Source: an optimization exercise on an open RTL-to-GDS flow (aim: small area). Production flows keep margins and buffers that such runs may drop.
At most, simulation tests tie the RTL to the original design; equivalence was not proved.
Function not checked in run 3: the RTL went through the layout flow alone.
No driver is modelled on the clock port, so clocking that relies on it looks cheaper here than on a real chip.
No activity file was given, so power comes from the tool's default toggle rates.

==> design/flow/design.v <==
module yarisc_core (
    input  wire        clk,
    input  wire        rst,           
    output wire        mem_req,
    output wire        mem_we,
    output wire [15:0] mem_addr,
    output wire [15:0] mem_wdata,
    input  wire        mem_ready,
    input  wire [15:0] mem_rdata,
    output wire        halted,
    output wire        panicked,
    output wire [1:0]  panic_code,
    input  wire [3:0]  dbg_sel,
    output wire [15:0] dbg_data
);
    localparam [3:0] S_LDIP   = 4'd0,
                     S_FETCH  = 4'd1,
                     S_INC    = 4'd3,
                     S_FETCH2 = 4'd2,
                     S_INC2   = 4'd6,
                     S_EX1    = 4'd7,
                     S_EX2    = 4'd5,
                     S_MEM    = 4'd4,
                     S_HALT   = 4'd12,
                     S_PAN1   = 4'd13,      
                     S_PAN2   = 4'd14,      
                     S_PAN3   = 4'd15,      
                     S_INCI   = 4'd11,      
                     S_CLR    = 4'd8;
    reg [3:0]  state;
    reg [15:0] x [0:7];               
    reg        flag_c, flag_z;
    reg [15:6] ir;                    
    reg [3:0]  op;                    
    reg [15:0] t;                     
    reg        badp;                  
    wire [5:0] wop = mem_rdata[5:0];
    wire w_legal = (wop == 6'h01) | (wop == 6'h02) | (wop == 6'h04) | (wop == 6'h10) |
                   (wop == 6'h11) | (wop == 6'h2A) | (wop == 6'h2C) | (wop == 6'h3E) |
                   (wop == 6'h3F);
    wire two_op   = !op[3] & !op[2];
    wire three_op = !op[3] &  op[2];
    wire is_mov   = two_op & op[0];
    wire is_ldr   = two_op & op[1];
    wire is_str   = two_op & !op[1] & !op[0];
    wire is_adc   = three_op & op[0];
    wire is_jmp   = op[3] & !op[2] & op[1];
    wire is_jcc   = op[3] & !op[2] & !op[1];
    wire is_hlt   = op[3] & op[2] & op[0];
    wire sel      = ir[15];
    wire loc      = ir[14];
    wire two_word = sel & (op[3] ? !op[2] : loc);
    wire short    = sel & !loc;
    wire [2:0] f_rd = ir[8:6];
    wire [2:0] f_ra = ir[11:9];
    wire [2:0] f_rb = ir[14:12];
    wire bad_bits =
        (two_op   & (sel ? (loc ? |ir[13:9] : ir[13]) : |ir[14:12])) |
        (three_op & sel & loc & ir[12]) |
        (is_jmp   & sel & |ir[14:6]) |
        (is_jcc   & (sel ? |ir[13:8] : ir[8])) |
        (op[3] & op[2] & |ir[15:6]);
    wire [1:0] jm    = {flag_z, flag_c} & ir[7:6];
    wire jcc_taken   = ir[14] ? (jm == 2'b00) : (jm != 2'b00);
        wire st_ldip  = (state == S_LDIP);
    wire st_fetch = (state == S_FETCH);
    wire st_inc   = (state == S_INC) | (state == S_INCI);
    wire st_fetch2= (state == S_FETCH2);
    wire st_inc2  = (state == S_INC2);
    wire st_ex1   = (state == S_EX1);
    wire st_ex2   = (state == S_EX2);
    wire st_mem   = (state == S_MEM);
    wire stopped  = (state == S_HALT) | panicked;
    wire st_clr   = (state == S_CLR);
    reg [2:0] rsel;
    always @(*) begin
        if (st_ldip | st_inc | st_inc2)  rsel = 3'd7;
        else if (st_ex1)                      rsel = three_op ? f_rb : f_ra;
        else if (st_ex2)                      rsel = (three_op & short) ? f_rd : f_ra;
        else                                  rsel = f_rd;
    end
    wire a_en = st_ldip | (st_mem & is_str) | st_inc | st_inc2 | (st_ex1 & !sel & !op[3]) | (st_ex2 & three_op);
    wire [7:0] rhot = stopped ? ({8{!dbg_sel[3]}} & (8'd1 << dbg_sel[2:0])) : ({8{a_en}} & (8'd1 << rsel));
    wire       fhot = stopped & dbg_sel[3];
    wire [15:0] r;
    yarisc_rport u_rport (
        .x0(x[0]), .x1(x[1]), .x2(x[2]), .x3(x[3]),
        .x4(x[4]), .x5(x[5]), .x6(x[6]), .x7(x[7]),
        .hot(rhot), .fl({flag_z, flag_c}), .fhot(fhot), .r(r));
    reg [15:0] kon;
    always @(*) begin
        kon = 16'h0000;
        if (st_inc | st_inc2)
            kon = 16'h0002;
        else if (st_ex1 & op[3])
            kon = is_jmp ? {{6{ir[14]}}, ir[14:6], 1'b0} : {{10{ir[13]}}, ir[13:9], 1'b0};
        else if (st_ex1 & sel)
            kon = {{12{ir[12]}}, ir[12:9]};
    end
    wire [15:0] opa = r;
    wire ld_data = st_fetch2 | st_mem;
    wire [15:0] opb = (t & {16{st_ex2}}) | (mem_rdata & {16{ld_data}}) | kon;
    wire [16:0] sum;
    yarisc_add u_add (.a(opa), .b(opb), .ci(st_ex2 & is_adc & flag_c), .s(sum));
    wire [15:0] wbus = sum[15:0];
    wire ip_wr = st_inc | st_inc2 | (st_ex2 & (is_jmp | (is_jcc & jcc_taken)));
    wire rd_wr = (st_ex2 & (is_mov | three_op)) | (st_mem & mem_ready & is_ldr);
    wire [2:0] waddr = ip_wr ? 3'd7 : f_rd;
    wire t_wr = st_ldip | st_inc | (st_fetch2 & mem_ready) | (st_ex1 & !two_word);
    assign mem_req   = st_fetch | st_fetch2 | st_mem;
    assign mem_we    = st_mem & is_str;
    assign mem_addr  = t;
    assign mem_wdata = r;
    assign halted     = (state == S_HALT);
    assign panicked   = (state == S_PAN1) | (state == S_PAN2) | (state == S_PAN3);
    assign panic_code = {(state == S_PAN2) | (state == S_PAN3), (state == S_PAN1) | (state == S_PAN3)};
    assign dbg_data   = r;
    wire [3:0] s_end = badp ? S_PAN3 : is_hlt ? S_HALT : S_LDIP;
    wire [15:0] wdat = wbus;
    wire [7:0]  wen  = ({8{ip_wr | rd_wr}} & (8'd1 << waddr)) | {8{st_clr}};
    integer i;
    always @(posedge clk)
        for (i = 0; i < 8; i = i + 1)
            if (wen[i]) x[i] <= wdat;
    always @(posedge clk) begin
        if (state == S_INC) badp <= bad_bits;
        if (t_wr) t <= wbus;
        if (st_fetch & mem_ready) begin
            ir <= mem_rdata[15:6];
            op <= {mem_rdata[5], mem_rdata[4], mem_rdata[1], mem_rdata[0]};
        end
    end
    always @(posedge clk) begin
        if (rst) begin
            state  <= S_CLR;
            flag_c <= 1'b0;
            flag_z <= 1'b0;
        end else begin
            if (st_ex2 & (is_mov | three_op))
                flag_z <= (sum[15:0] == 16'h0000);
            if (st_ex2 & three_op)
                flag_c <= sum[16];
            case (state)
                S_LDIP: begin
                    if (r[0])
                        state <= S_PAN2;
                    else
                        state <= S_FETCH;
                end
                S_FETCH: begin
                    if (mem_ready)
                        state <= w_legal ? S_INC : S_INCI;
                end
                S_INCI: state <= S_PAN1;
                S_INC: begin
                    if (two_word) state <= S_FETCH2;
                    else          state <= S_EX1;
                end
                S_FETCH2: if (mem_ready) state <= S_INC2;
                S_INC2:   state <= S_EX1;
                S_EX1:    state <= S_EX2;
                S_EX2: begin
                    if (two_op & !is_mov) begin
                        if (t[0])
                            state <= S_PAN2;
                        else
                            state <= S_MEM;
                    end else
                        state <= s_end;
                end
                S_MEM: if (mem_ready) state <= s_end;
                S_CLR: state <= S_LDIP;
                default: ;
            endcase
        end
    end
endmodule
module yarisc_rport (
    input  wire [15:0] x0, x1, x2, x3, x4, x5, x6, x7,
    input  wire [7:0]  hot,
    input  wire [1:0]  fl,
    input  wire        fhot,
    output wire [15:0] r
);
    assign r = (x0 & {16{hot[0]}}) | (x1 & {16{hot[1]}}) | (x2 & {16{hot[2]}}) |
               (x3 & {16{hot[3]}}) | (x4 & {16{hot[4]}}) | (x5 & {16{hot[5]}}) |
               (x6 & {16{hot[6]}}) | (x7 & {16{hot[7]}}) | {14'h0000, fl & {2{fhot}}};
endmodule
module yarisc_add (
    input  wire [15:0] a,
    input  wire [15:0] b,
    input  wire        ci,
    output wire [16:0] s
);
    wire [8:0]  cl;
    wire [8:0]  ch;
    wire [7:0]  sl, th;
    assign cl[0] = ci;
    assign ch[0] = 1'b0;
    genvar k;
    generate
        for (k = 0; k < 8; k = k + 1) begin : g_byte
            assign cl[k+1] = (a[k] & b[k]) | (cl[k] & (a[k] ^ b[k]));
            assign sl[k]   = a[k] ^ b[k] ^ cl[k];
            assign ch[k+1] = (a[k+8] & b[k+8]) | (ch[k] & (a[k+8] ^ b[k+8]));
            assign th[k]   = a[k+8] ^ b[k+8] ^ ch[k];
        end
    endgenerate
    wire [8:0] run;                   
    assign run[0] = 1'b1;
    generate
        for (k = 0; k < 8; k = k + 1) begin : g_run
            assign run[k+1] = run[k] & th[k];
        end
    endgenerate
    wire [7:0] sh = th ^ ({8{cl[8]}} & run[7:0]);
    assign s = {ch[8] | (cl[8] & run[8]), sh, sl};
endmodule
==> design/flow/flow/run.sh <==
#!/bin/bash
# The standard layout (standard.sh) with these changes:
#  - synthesis maps the logic with an area-oriented ABC script (flow/area.abc);
#    flip-flops, their names and cell types are those of the standard synthesis;
#  - port buffers use the smallest buffer (buf_1) instead of the resizer's default pick;
#  - clock tree synthesis without dummy loads, with clkbuf_4 buffers; after it,
#    flow/post_cts.tcl gives clkbuf_16 to the root and clkbuf_8 to buffers whose
#    flip-flops would see a slow clock edge.
set -euo pipefail
here=$(pwd)
export FLOW_ABC_SCRIPT="$here/flow/area.abc"
export BUFFER_PORTS_ARGS="-buffer_cell sky130_fd_sc_hd__buf_1"
export CTS_ARGS="-sink_clustering_enable -repair_clock_nets -dont_use_dummy_load -buf_list sky130_fd_sc_hd__clkbuf_4"
export POST_CTS_TCL="$here/flow/post_cts.tcl"
sed "s#$here/synth_recipe.tcl#$here/flow/synth.tcl#" standard.sh > flow_standard.sh
grep -q "flow/synth.tcl" flow_standard.sh
bash flow_standard.sh > run_standard.log 2>&1
==> design/flow/flow/area.abc <==
strash
&get -n
&fraig -x
&put
scorr
dc2
strash
&get -n
&dch -f
&nf -R 1000
&put
==> design/flow/flow/post_cts.tcl <==
# After CTS (clkbuf_4 tree): give clkbuf_16 to the root buffer and clkbuf_8 to
# every clock buffer whose flip-flop clock pins would see a slow edge; then
# legalize the placement again.
estimate_parasitics -placement
proc clk_sink_slew { inst } {
  set opin [get_pins -of_objects $inst -filter "direction==output"]
  set net [get_nets -of_objects $opin]
  set mx 0
  foreach p [get_pins -of_objects $net -filter "direction==input"] {
    set s [get_property $p slew_max]
    if { $s > $mx } { set mx $s }
  }
  return $mx
}
foreach inst [get_cells -hier clkbuf_0_*] {
  puts "post_cts: [get_full_name $inst] -> clkbuf_16"
  replace_cell $inst sky130_fd_sc_hd__clkbuf_16
}
estimate_parasitics -placement
for { set pass 0 } { $pass < 3 } { incr pass } {
  set changed 0
  foreach inst [get_cells -hier *] {
    if { [get_property $inst ref_name] ne "sky130_fd_sc_hd__clkbuf_4" } { continue }
    set name [get_full_name $inst]
    if { [clk_sink_slew $inst] > 0.124 } {
      puts "post_cts: $name -> clkbuf_8"
      replace_cell $inst sky130_fd_sc_hd__clkbuf_8
      incr changed
    }
  }
  if { $changed == 0 } { break }
  estimate_parasitics -placement
}
foreach inst [get_cells -hier *] {
  if { [string match *clkbuf* [get_property $inst ref_name]] } {
    puts "post_cts: [get_full_name $inst] [get_property $inst ref_name] [clk_sink_slew $inst]"
  }
}
detailed_placement
check_placement -verbose
==> design/flow/flow/synth.tcl <==
# synth_recipe.tcl with one change: the combinational logic is mapped with
# flow/area.abc (an area-oriented ABC script) in place of ORFS's
# abc_speed.script.
proc synth {args} { yosys synth -nofsm -noshare {*}$args }
proc abc {args} {
  set i [lsearch -exact $args -script]
  if { $i >= 0 } { lset args [expr { $i + 1 }] $::env(FLOW_ABC_SCRIPT) }
  yosys abc {*}$args
}
source $::env(SCRIPTS_DIR)/synth.tcl
# left out here: clear keep_hierarchy, flatten, clean up, hide names made inside functions, write 1_2_yosys.v
==> design/flow/standard.sh <==
#!/bin/bash
# synth_recipe.tcl (not shown) runs the flow's synth.tcl, then flattens the netlist and writes it again
# the make line also repeats each setting of config.mk as NAME=value (left out here)
make -C /OpenROAD-flow-scripts/flow DESIGN_CONFIG=/design/flow/config.mk WORK_HOME=/design/flow/orfs CLKGATE_MAP_FILE= SYNTH_SCRIPT=/design/flow/synth_recipe.tcl "${@:-finish}"
==> design/flow/config.mk <==
export PLATFORM = sky130hd
export DESIGN_NAME = yarisc_core
export DESIGN_NICKNAME = yarisc_core
export VERILOG_FILES = /design/flow/design.v
export SDC_FILE = /design/flow/constraint.sdc
export NUM_CORES = 4
export LEC_CHECK = 0
export CAP_MARGIN = 20
export CORE_MARGIN = 2
export CORE_UTILIZATION = 65
export PLACE_DENSITY = 0.85
export SLEW_MARGIN = 20
export SYNTH_HIERARCHICAL = 1
export SYNTH_MINIMUM_KEEP_SIZE = 0
==> design/flow/constraint.sdc <==
create_clock -name core_clock -period 8.0 [get_ports {clk}]
set_input_delay 1.6000 -clock core_clock [delete_from_list [all_inputs] [get_ports {clk}]]
set_output_delay 1.6000 -clock core_clock [all_outputs]
set_load 0.01 [all_outputs]
==> out/summary.txt, run 1 <==
Placer Congestion - 1.02
number of synthesized flops with an enable pin - 159
status - no timing/DRC/antenna violations
Initial Util - 67.0%
# port buffers - 76
syn nets - 563
worst-case vdd ir drop - 0.224 mV
Layout fillers - 709
class of the worst hold path - reg2reg
clock group share of total power - 11.5%
DRC violations left - 0
Final Hold Vio Count - 0
Seq/Total Area, Yosys - 66.8%
vias per std cell - 7.28
Die X - 110 um
total core area - 10900 um^2
Synth Register Bits - 165
ys flop type - edfxtp_1
nets@finish - 663
Pleak - 2.70 nW
setup ws final - 430 ps
synthesized instance count - 523
Slowest-stage cell, CP - or3_1
Congestion Overflow GR - 0
r2r worst-path depth - 28
Final ANT Viol Nets - 0
Avg Inst Size Synth - 14.0 um^2
die area - 12100 um^2
slew of the pin with the lowest slew margin - 1210 ps
required time of the critical path - 8270 ps
P_int - 1.98 mW
# IOs - 77
initial antenna violation count - 0
Worst Path Max Fanout - 10
Psw - 1.17 mW
Sw Ratio - 37.2%
Final setup viols - 0
slowest stage delay, CP - 510 ps
Slew Limit Headroom - 18.9%
Ys Warns - 9
register share of total power - 55.1%
number of global-route vias before repair - 5090
TritonCTS clock tree - built
arrival time of the worst setup path - 7840 ps
clock slew at reported path FFs - 110 ps
row count - 38
Startpoint Class - register
DR WL/cell - 25.8 um
crit-path most repeated cell - fa_1
max-slew violation count - 0
pwr/cell area - 391 nW/um^2
total power - 3.15 mW
combinational group share of total power - 33.3%
period utilization - 94.6%
Max-Cap Viols - 0
diode count - 0
Post-synth ARST share - 0%
Setup crit end kind - register
P&R area growth vs syn - 9.81%
CP Class - reg2reg
largest net degree at the start of global routing - 19
share of layout cells above drive strength 1 - 7.73%
DP Worst Slack - 341 ps
gr usage total - 34.0%
Die Y - 110 um
Final Skew - 37.3 ps
first-pass GRT wire length - 29100 um
Final Critical Period - 7570 ps
drt initial violations - 883
Clock Latency Late Sink - 380 ps
CTS Sinks - 165
Final HPWL DP - 12800 um
count of cell types in the netlist - 46
final WL - 19600 um
Initial DRT Pass Iterations - 7
fmax - 132 MHz
synthesized cell area - 7320 um^2
via count - 5539
worst hold path stage count - 2
Yosys cell counts, types with 3 or more instances:
| library cell | count | area (um^2) |
|---|---|---|
| a222oi_1 | 33 | 330 |
| a21oi_1 | 16 | 80.1 |
| nand4_1 | 6 | 37.5 |
| a31oi_1 | 3 | 18.8 |
| dfxtp_1 | 6 | 120 |
| nand3_1 | 20 | 100 |
| o32ai_1 | 4 | 35.0 |
| or3_1 | 6 | 37.5 |
| nor3_1 | 15 | 75.1 |
| nor2b_1 | 7 | 43.8 |
| edfxtp_1 | 159 | 4770 |
| nor4_1 | 6 | 37.5 |
| mux2i_1 | 4 | 40.0 |
| a22oi_1 | 31 | 233 |
| nand2b_1 | 5 | 31.3 |
| o22ai_1 | 4 | 25.0 |
| and3_1 | 5 | 31.3 |
| o21ai_0 | 26 | 130 |
| a211oi_1 | 6 | 45.0 |
| fa_1 | 15 | 300 |
| nor2_1 | 26 | 97.6 |
| xnor2_1 | 7 | 61.3 |
| nand2_1 | 41 | 154 |
| buf_4 | 16 | 120 |
| clkinv_1 | 24 | 90.1 |
sequential cells by signal (all words and copies together) (netlist names):
signal / cells
x: 128
ir: 10
flag_c: 1
badp: 1
state: 4
flag_z: 1
op: 4
t: 16
kinds of logic after synthesis:
kind of cell	after synthesis	share of synthesized area, %
buf+inv	40	2.87
fa+ha+maj	17	4.44
flops	165	66.8
compound gates	141	14.4
xor+xnor	8	0.957
simple gates	147	9.81
mux	5	0.700
through the flow:
step                      TNS (ps)  std cells  utilization, %  instance area (um^2)  hold WS, ps
after floorplan                  0        523               -                  7320          468
after global placement           0        744            71.9                  7860          529
after detailed placement         0        744            71.9                  7860          518
after global routing         -5.81        761            73.5                  8040          586
final                            0        761            73.5                  8040          556
Yosys stat by module, one instance, submodules excluded:
module / copies in the design / area (um^2) / flops+latches / cells inside
yarisc_core: 1 / 6280 / 165 / 403
yarisc_add: 1 / 499 / 0 / 49
yarisc_rport: 1 / 544 / 0 / 71
area by class of cell:
class / count / area [um^2] / area share [%]
Inverter: 24 / 90.1 / 1.12
Multi-Input combinational cell: 318 / 2280 / 28.4
Clock buffer: 17 / 158 / 1.96
Sequential cell: 165 / 4900 / 60.9
Tap cell: 140 / 175 / 2.18
Timing Repair Buffer: 97 / 443 / 5.51
layer usage:
layer  track usage, %  vias to the layer above  part of all wire [%]  routed length (um)
met5                0                        -                     0                   0
met4             14.0                        0                   4.5                 891
met3             11.2                       93                    14                2820
met2             51.6                      478                    46                8980
met1             46.0                     2649                    35                6920
li1                 -                     2319                     -                   -
critical path, delay by kind of cell (launching register included):
kind / cells / cell delay (ps)
AO/OA/AOI/OAI: 5 / 1170
multiplexers: 1 / 230
buffers and inverters: 2 / 290
XOR/XNOR: 1 / 170
AND/OR/NAND/NOR: 11 / 2300
adder cells (fa/ha/maj): 8 / 2820
flip-flops: 1 / 480
cells in the final DEF (no fill, tap or decap), drive strengths merged, types with 5 or more instances in the layout:
cell and instances:
o21ai 26, clkinv 24, clkbuf 17, nand2 41, buf 97, nor2 26, edfxtp 159, nand2b 5
xnor2 7, nor3 15, a222oi 33, a21oi 16, or3 6, nand3 20, nor2b 7, a22oi 31
a211oi 6, nand4 6, nor4 6, and3 5, dfxtp 6, fa 15
path summary, 6_finish.rpt:
path	startpoint	end	slack, ps
min reg2reg	flag_c	flag_c	560
min	flag_c	flag_c	560
max	state[0]	flag_z	430
max reg2reg	state[0]	flag_z	430
power by group through the flow:
| stage | combinational [mW] | sequential, mW | clock (mW) |
|---|---|---|---|
| 6_report | 1.05 | 1.74 | 0.363 |
| 5_1_grt | 1.12 | 1.76 | 0.395 |
| 3_5_place_dp | 1.02 | 1.75 | 0 |
| 3_3_place_gp | 0.977 | 1.72 | 0 |
| 2_1_floorplan | 0.610 | 1.72 | 0 |
==> run 2: changes to the inputs <==
--- a/design/flow/flow/post_cts.tcl
+++ b/design/flow/flow/post_cts.tcl
@@ -22,7 +22,7 @@
   foreach inst [get_cells -hier *] {
     if { [get_property $inst ref_name] ne "sky130_fd_sc_hd__clkbuf_4" } { continue }
     set name [get_full_name $inst]
-    if { [clk_sink_slew $inst] > 0.124 } {
+    if { [clk_sink_slew $inst] > 0.118 } {
       puts "post_cts: $name -> clkbuf_8"
       replace_cell $inst sky130_fd_sc_hd__clkbuf_8
       incr changed
==> run 2 against run 1 <==
Effect of this change: routed wire length about the same; core utilization increased by 0.057 points; register-to-register slack got worse by 60 ps; still clean; critical path depth unchanged.
==> out/summary.txt, run 2 <==
status - no timing/DRC/antenna violations
combinational group share of total power - 33.3% (about the same)
Slowest-stage cell, CP - or3_1
count of cell types in the netlist - 46 (unchanged)
largest reg by FF count - x
Synth top area share - 65.2% (unchanged)
nets@finish - 663 (unchanged)
register share of total power - 55.0% (about the same)
CP Class - reg2reg
Startpoint Class - register
total power - 3.15 mW (about the same)
ys flop type - edfxtp_1
Max-Cap Viols - 0 (unchanged)
Setup crit end kind - register
Seq/Total Area, Yosys - 66.8% (unchanged)
Avg Inst Size Synth - 14.0 um^2 (unchanged)
DR WL/cell - 25.8 um (about the same)
Sw Ratio - 37.1% (-0.11 points)
met2 GRT Util - 51.6% (unchanged)
drt initial violations - 861 (-2.5%)
reg2reg start - state[0]
Die Y - 110 um (unchanged)
final core occ - 73.6% (about the same)
r2r worst-path depth - 28 (unchanged)
vias per std cell - 7.23 (-0.65%)
total core area - 10900 um^2 (unchanged)
Worst Path Max Fanout - 10 (unchanged)
crit path launch - state[0]
Ys Warns - 9 (unchanged)
clock group share of total power - 11.7% (+0.2 points)
crit-path most repeated cell - fa_1
diode count - 0 (unchanged)
P_int - 1.98 mW (+0.26%)
syn nets - 563 (unchanged)
setup ws final - 374 ps (-56.0 ps)
Synth Register Bits - 165 (unchanged)
largest net degree at the start of global routing - 19 (unchanged)
DP Worst Slack - 341 ps (unchanged)
Final Skew - 33.3 ps (-4.03 ps)
Pleak - 2.71 nW (about the same)
max-slew violation count - 0 (unchanged)
TritonCTS clock tree - built
Final Critical Period - 7630 ps (+56.0 ps)
slew of the pin with the lowest slew margin - 1210 ps (+0.485 ps)
Non-Filler Instances - 761 (unchanged)
Initial DRT Pass Iterations - 8 (+1)
r2r endpoint - flag_z
share of layout cells above drive strength 1 - 7.73% (unchanged)
initial antenna violation count - 0 (unchanged)
setup slack, reg-to-reg - 370 ps (-60 ps)
most used routing layer - met2
class of the worst hold path - reg2reg
first-pass GRT wire length - 29100 um (about the same)
cell with the most instances after synthesis - edfxtp_1
Area contributors post-synth - edfxtp_1 (65%), a222oi_1 (4.5%), fa_1 (4.1%), a22oi_1 (3.2%), nand2_1 (2.1%)
Final Hold Vio Count - 0 (unchanged)
clock slew at reported path FFs - 110 ps (about the same)
# port buffers - 76 (unchanged)
via count - 5503 (-0.65%)
gr usage total - 34.0% (-0.039 points)
GRT met3 Usage - 11.1% (-0.18 points)
Post-DP Area - 7860 um^2 (unchanged)
synthesized instance count - 523 (unchanged)
row count - 38 (unchanged)
P&R area growth vs syn - 9.89% (about the same)
slowest stage delay, CP - 520 ps (about the same)
# IOs - 77 (unchanged)
Clock Latency Late Sink - 380 ps (about the same)
Final ANT Viol Nets - 0 (unchanged)
Critical Path Sink - flag_z
DRC violations left - 0 (unchanged)
number of global-route vias before repair - 5090 (unchanged)
placed insts - 744 (unchanged)
WHS - 554 ps (-1.79 ps)
period utilization - 95.3% (+0.70 points)
Final setup viols - 0 (unchanged)
worst-case vdd ir drop - 0.225 mV (+0.18%)
CTS Sinks - 165 (unchanged)
cell taking the most area after synthesis - edfxtp_1
Psw - 1.17 mW (-0.21%)
arrival time of the worst setup path - 7900 ps (+60 ps)
Slew Limit Headroom - 18.9% (-0.033 points)
most frequent cells in the layout - edfxtp_1 (159), buf_1 (76), nand2_1 (41)
Final HPWL DP - 12800 um (unchanged)
required time of the critical path - 8270 ps (about the same)
grt met1 use - 46.0% (unchanged)
synthesized cell area - 7320 um^2 (unchanged)
Congestion Overflow GR - 0 (unchanged)
pwr/cell area - 391 nW/um^2 (about the same)
Placer Congestion - 1.02 (unchanged)
Final Cell Area - 8050 um^2 (about the same)
Initial Util - 67.0% (unchanged)
Synth top cells by count - edfxtp_1 (159), nand2_1 (41), a222oi_1 (33)
Die X - 110 um (unchanged)
Post-synth ARST share - 0% (unchanged)
most common cell after layout, fill and taps aside - edfxtp_1
die area - 12100 um^2 (unchanged)
setup tns final - 0 ps (unchanged)
fmax - 131 MHz (-0.73%)
Largest register FFs - 128 (unchanged)
Largest regs - x (128), t (16), ir (10)
number of synthesized flops with an enable pin - 159 (unchanged)
final WL - 19600 um (about the same)
## run 2: worst min path at each step
| stage | depth (start not counted) | from | slack, ps | to |
|---|---|---|---|---|
| after global placement | 2 | flag_c | 530 | flag_c |
| after detailed placement | 2 | flag_c | 520 | flag_c |
| final | 2 | flag_c | 550 | flag_c |
| after floorplan | 2 | flag_c | 470 | flag_c |
| after global routing | 2 | flag_c | 590 | flag_c |
## run 2: cell type report
type / instances / area (um^2)
sequential: 165 / 4900
fill: 706 / 2890
multi-input combinational: 318 / 2280
timing repair buffer: 97 / 443
tap: 140 / 175
clock buffer: 17 / 164
inverter: 24 / 90.1
## run 2: critical path: cells and delay by family (launching register included)
kind / cells / cell delay, ps
AND/OR/NAND/NOR: 11 / 2330
buffers and inverters: 2 / 290
AO/OA/AOI/OAI: 5 / 1180
flip-flops: 1 / 490
XOR/XNOR: 1 / 170
adder cells (fa/ha/maj): 8 / 2830
multiplexers: 1 / 230
## run 2: power groups by stage
stage / logic [mW] / clock network [mW] / registers [mW]
final: 1.05 / 0.369 / 1.73
after detailed placement: 1.02 / 0 / 1.75
after global placement: 0.977 / 0 / 1.72
after global routing: 1.12 / 0.400 / 1.76
after floorplan: 0.610 / 0 / 1.72
## run 2: Yosys stat by module, one instance, submodules excluded
module / flops+latches / copies in the design / cells inside
yarisc_add: 0 / 1 / 49
yarisc_core: 165 / 1 / 403
yarisc_rport: 0 / 1 / 71
## run 2: metal layers
| layer | share of wire [%] | vias up |
|---|---|---|
| met2 | 47 | 514 |
| li1 | - | 2319 |
| met4 | 4.0 | 0 |
| met1 | 35 | 2594 |
| met5 | 0 | - |
| met3 | 15 | 76 |
## run 2: cell families (layout without fill, tap and decap cells)
| kind of cell | Yosys count | in the layout | share of synthesized area, % |
|---|---|---|---|
| compound gates | 141 | 141 | 14.4 |
| xor+xnor | 8 | 8 | 0.957 |
| fa+ha+maj | 17 | 17 | 4.44 |
| buf+inv | 40 | 138 | 2.87 |
| flops | 165 | 165 | 66.8 |
| mux | 5 | 5 | 0.700 |
| simple gates | 147 | 147 | 9.81 |
==> run 3: changes to the inputs <==
--- a/design/flow/design.v
+++ b/design/flow/design.v
@@ -133,12 +133,10 @@
     always @(posedge clk) begin
         if (rst) begin
             state  <= S_CLR;
-            flag_c <= 1'b0;
-            flag_z <= 1'b0;
         end else begin
-            if (st_ex2 & (is_mov | three_op))
-                flag_z <= (sum[15:0] == 16'h0000);
-            if (st_ex2 & three_op)
+            if ((st_ex2 & (is_mov | three_op)) | st_clr)
+                flag_z <= !st_clr & (sum[15:0] == 16'h0000);
+            if ((st_ex2 & three_op) | st_clr)
                 flag_c <= sum[16];
             case (state)
                 S_LDIP: begin
==> run 3 against run 2 <==
Effect of this change: sequential share of layout area up 0.17 points; flip-flop and latch count unchanged; routed wire length is 1.4% lower; critical path type unchanged; largest cell class unchanged; highest routed layer unchanged.
==> out/summary.txt, run 3 <==
first-pass GRT wire length - 29100 um (unchanged)
complex-gate fraction of the synthesized area - 14.2% (-0.17 points)
share of layout cells above drive strength 1 - 7.40% (-0.33 points)
Die Y - 110 um (+0.12%)
Synth top area share - 65.8% (+0.65 points)
P_int - 2.01 mW (+1.3%)
Post-Synth Adder-Cell Area - 4.43% (-0.011 points)
DRC violations left - 0 (unchanged)
die area - 12200 um^2 (+0.25%)
crit path buf inv count - 2 (unchanged)
Startpoint Class - register
required time of the critical path - 8210 ps (-60 ps)
Largest register FFs - 128 (unchanged)
count of cell types in the netlist - 49 (+6.5%)
Slowest-stage cell, CP - fa_1
largest reg by FF count - x
cell taking the most area after synthesis - edfxtp_1
Final Skew - 36.2 ps (+2.98 ps)
pwr/cell area - 397 nW/um^2 (+1.4%)
clock group share of total power - 11.6% (about the same)
simple-gate share of the synthesized area - 10.2% (+0.42 points)
Final Critical Period - 7570 ps (-53.8 ps)
Setup crit end kind - register
CTS Sinks - 165 (unchanged)
Ys Warns - 9 (unchanged)
Die X - 110 um (+0.12%)
nets@finish - 664 (+0.15%)
placed insts - 745 (+0.13%)
slowest stage delay, CP - 530 ps (about the same)
Final Hold Vio Count - 0 (unchanged)
# IOs - 77 (unchanged)
gr usage total - 33.7% (-0.27 points)
Psw - 1.19 mW (+2.0%)
CP Class - reg2reg
Congestion Overflow GR - 0 (unchanged)
Avg Inst Size Synth - 14.0 um^2 (-0.32%)
main combinational cell family by area after synthesis - compound AO/OA/AOI/OAI gates
arrival time of the worst setup path - 7780 ps (-120 ps)
Worst path top cell family by delay - adder cells
crit path launch - state[2]
diode count - 0 (unchanged)
Seq/Total Area, Yosys - 66.9% (+0.10 points)
Final HPWL DP - 12500 um (-2.3%)
class of the worst hold path - reg2reg
Placer Congestion - 0.975 (-4.5%)
synthesized instance count - 526 (+0.57%)
largest net degree at the start of global routing - 21 (+2)
initial antenna violation count - 0 (unchanged)
mux contribution to synthesized area - 0.273% (-0.43 points)
Synth top cells by count - edfxtp_1 (161), nand2_1 (44), a222oi_1 (31)
fmax - 132 MHz (+0.71%)
setup tns final - 0 ps (unchanged)
number of global-route vias before repair - 5208 (+2.3%)
WHS - 667 ps (+113 ps)
Synth Register Bits - 165 (unchanged)
Largest regs - x (128), t (16), ir (10)
row count - 38 (unchanged)
cell with the most instances after synthesis - edfxtp_1
worst-case vdd ir drop - 0.224 mV (-0.35%)
Initial DRT Pass Iterations - 8 (unchanged)
P&R area growth vs syn - 9.73%
# port buffers - 76 (unchanged)
register share of total power - 54.7% (-0.3 points)
number of synthesized flops with an enable pin - 161 (+1.3%)
area of the multi-input gates - 2270 um^2 (-0.38%)
syn nets - 566 (+0.53%)
total core area - 10900 um^2 (unchanged)
max-slew violation count - 0 (unchanged)
final WL - 19300 um (-1.4%)
combinational group share of total power - 33.7% (+0.4 points)
hold_sp - state[0]
Area contributors post-synth - edfxtp_1 (66%), a222oi_1 (4.2%), fa_1 (4.1%), a22oi_1 (3.1%), nand2_1 (2.2%)
Initial Util - 67.2% (+0.17 points)
TritonCTS clock tree - built
most frequent cells in the layout - edfxtp_1 (161), buf_1 (76), nand2_1 (44)
ys flop type - edfxtp_1
Clock Latency Late Sink - 370 ps (about the same)
Post-synth ARST share - 0% (unchanged)
Final setup viols - 0 (unchanged)
status - no timing/DRC/antenna violations
slew of the pin with the lowest slew margin - 1030 ps (-179 ps)
total power - 3.20 mW (+1.6%)
via count - 5528 (+0.45%)
period utilization - 94.7% (-0.67 points)
FF+latch area - 4910 um^2 (+0.38%)
Final ANT Viol Nets - 0 (unchanged)
Worst Path Max Fanout - 16 (+6)
Layout fillers - 690 (-2.3%)
most common cell after layout, fill and taps aside - edfxtp_1
Non-Filler Instances - 762 (+0.13%)
DR WL/cell - 25.4 um (-1.5%)
Pleak - 2.71 nW (about the same)
final core occ - 73.7% (+0.080 points)
crit-path most repeated cell - fa_1
synthesized cell area - 7340 um^2 (+0.26%)
Synth Area in XOR/XNOR - 0.954% (-0.0024 points)
Slew Limit Headroom - 31.3% (+12 points)
reg2reg start - state[2]
clock slew at reported path FFs - 90 ps (-20 ps)
Sw Ratio - 37.3% (+0.18 points)
drt initial violations - 843 (-2.1%)
RSZ-0062 raised after global routing - no
setup slack, reg-to-reg - 430 ps (+50 ps)
vias per std cell - 7.25 (+0.32%)
Max-Cap Viols - 0 (unchanged)
[run 3: path summary, 6_finish.rpt]
| check | to | cells after the start |
|---|---|---|
| worst max-delay path | flag_z | 29 |
| worst min-delay path | state[0] | 2 |
| worst max register to register | flag_z | 29 |
| worst min register to register | state[0] | 2 |
[run 3: power by group through the flow]
stage	Combinational [mW]	Sequential (mW)	Clock (mW)
floorplan	0.634	1.73	0
global placement	1.01	1.73	0
detailed placement	1.05	1.76	0
global route	1.16	1.78	0.402
finish	1.08	1.75	0.372
[run 3: modules after synthesis, one instance, submodules excluded]
module,cells,area [um^2]
yarisc_core,406,6300
yarisc_rport,71,544
yarisc_add,49,499
[run 3: through the flow]
step,setup slack (ps),cell area [um^2]
2_1_floorplan,508,7340
3_3_place_gp,751,7860
3_5_place_dp,324,7860
5_1_grt,23.2,8060
6_report,427,8060
[run 3: worst register-to-register path, delay by kind of cell (launching register included)]
family	cells	cell delay (ps)
adder cells (fa/ha/maj)	8	2840
AND/OR/NAND/NOR	13	2720
AO/OA/AOI/OAI	5	1090
flip-flops	1	320
buffers and inverters	2	250
XOR/XNOR	1	220
[run 3: metal layers]
layer	vias to the layer above	share of wire [%]	GRT usage, %
met3	69	15	9.47
met2	508	46	50.3
met1	2643	36	47.5
met5	-	0	0
met4	0	3.4	14.1
li1	2308	-	-
[run 3: kinds of logic after synthesis]
kind of cell / Yosys count
AO/OA/AOI/OAI: 141
XOR/XNOR: 8
adder cells (fa/ha/maj): 17
buffers and inverters: 42
flip-flops: 165
multiplexers: 2
AND/OR/NAND/NOR: 151
[run 3: cell type report]
cell class | count | share of cell area, %
sequential | 165 | 61.0
multi-input combinational | 319 | 28.2
timing repair buffer | 95 | 5.31
tap | 140 | 2.17
clock buffer | 17 | 2.11
inverter | 26 | 1.21

-- static timing again, ports no longer ideal --
How much do the figures lean on ideal ports? The routed layouts below were timed once more, with nothing changed but the port constraints. Step 1 assumes that a clkbuf_16 drives the clock port and a buf_2 every other input. Step 2 adds t to the input delays and takes it off the output delays; t is the mean of the earliest and latest rising clock arrival at the registers after step 1. Input paths then give back, and output paths get back, about the clock's delay inside the block. Three values: ideal ports, drivers, drivers and shift; two values: the first two.
run	shift t [ns]	setup WS [ns]	cell pins on the clock port's net
run 1	0.398	0.430 / 0.430 / 0.430	1
run 2	0.397	0.374 / 0.374 / 0.374	1
run 3	0.390	0.427 / 0.428 / 0.428	1
After both steps every run listed still meets setup and hold.
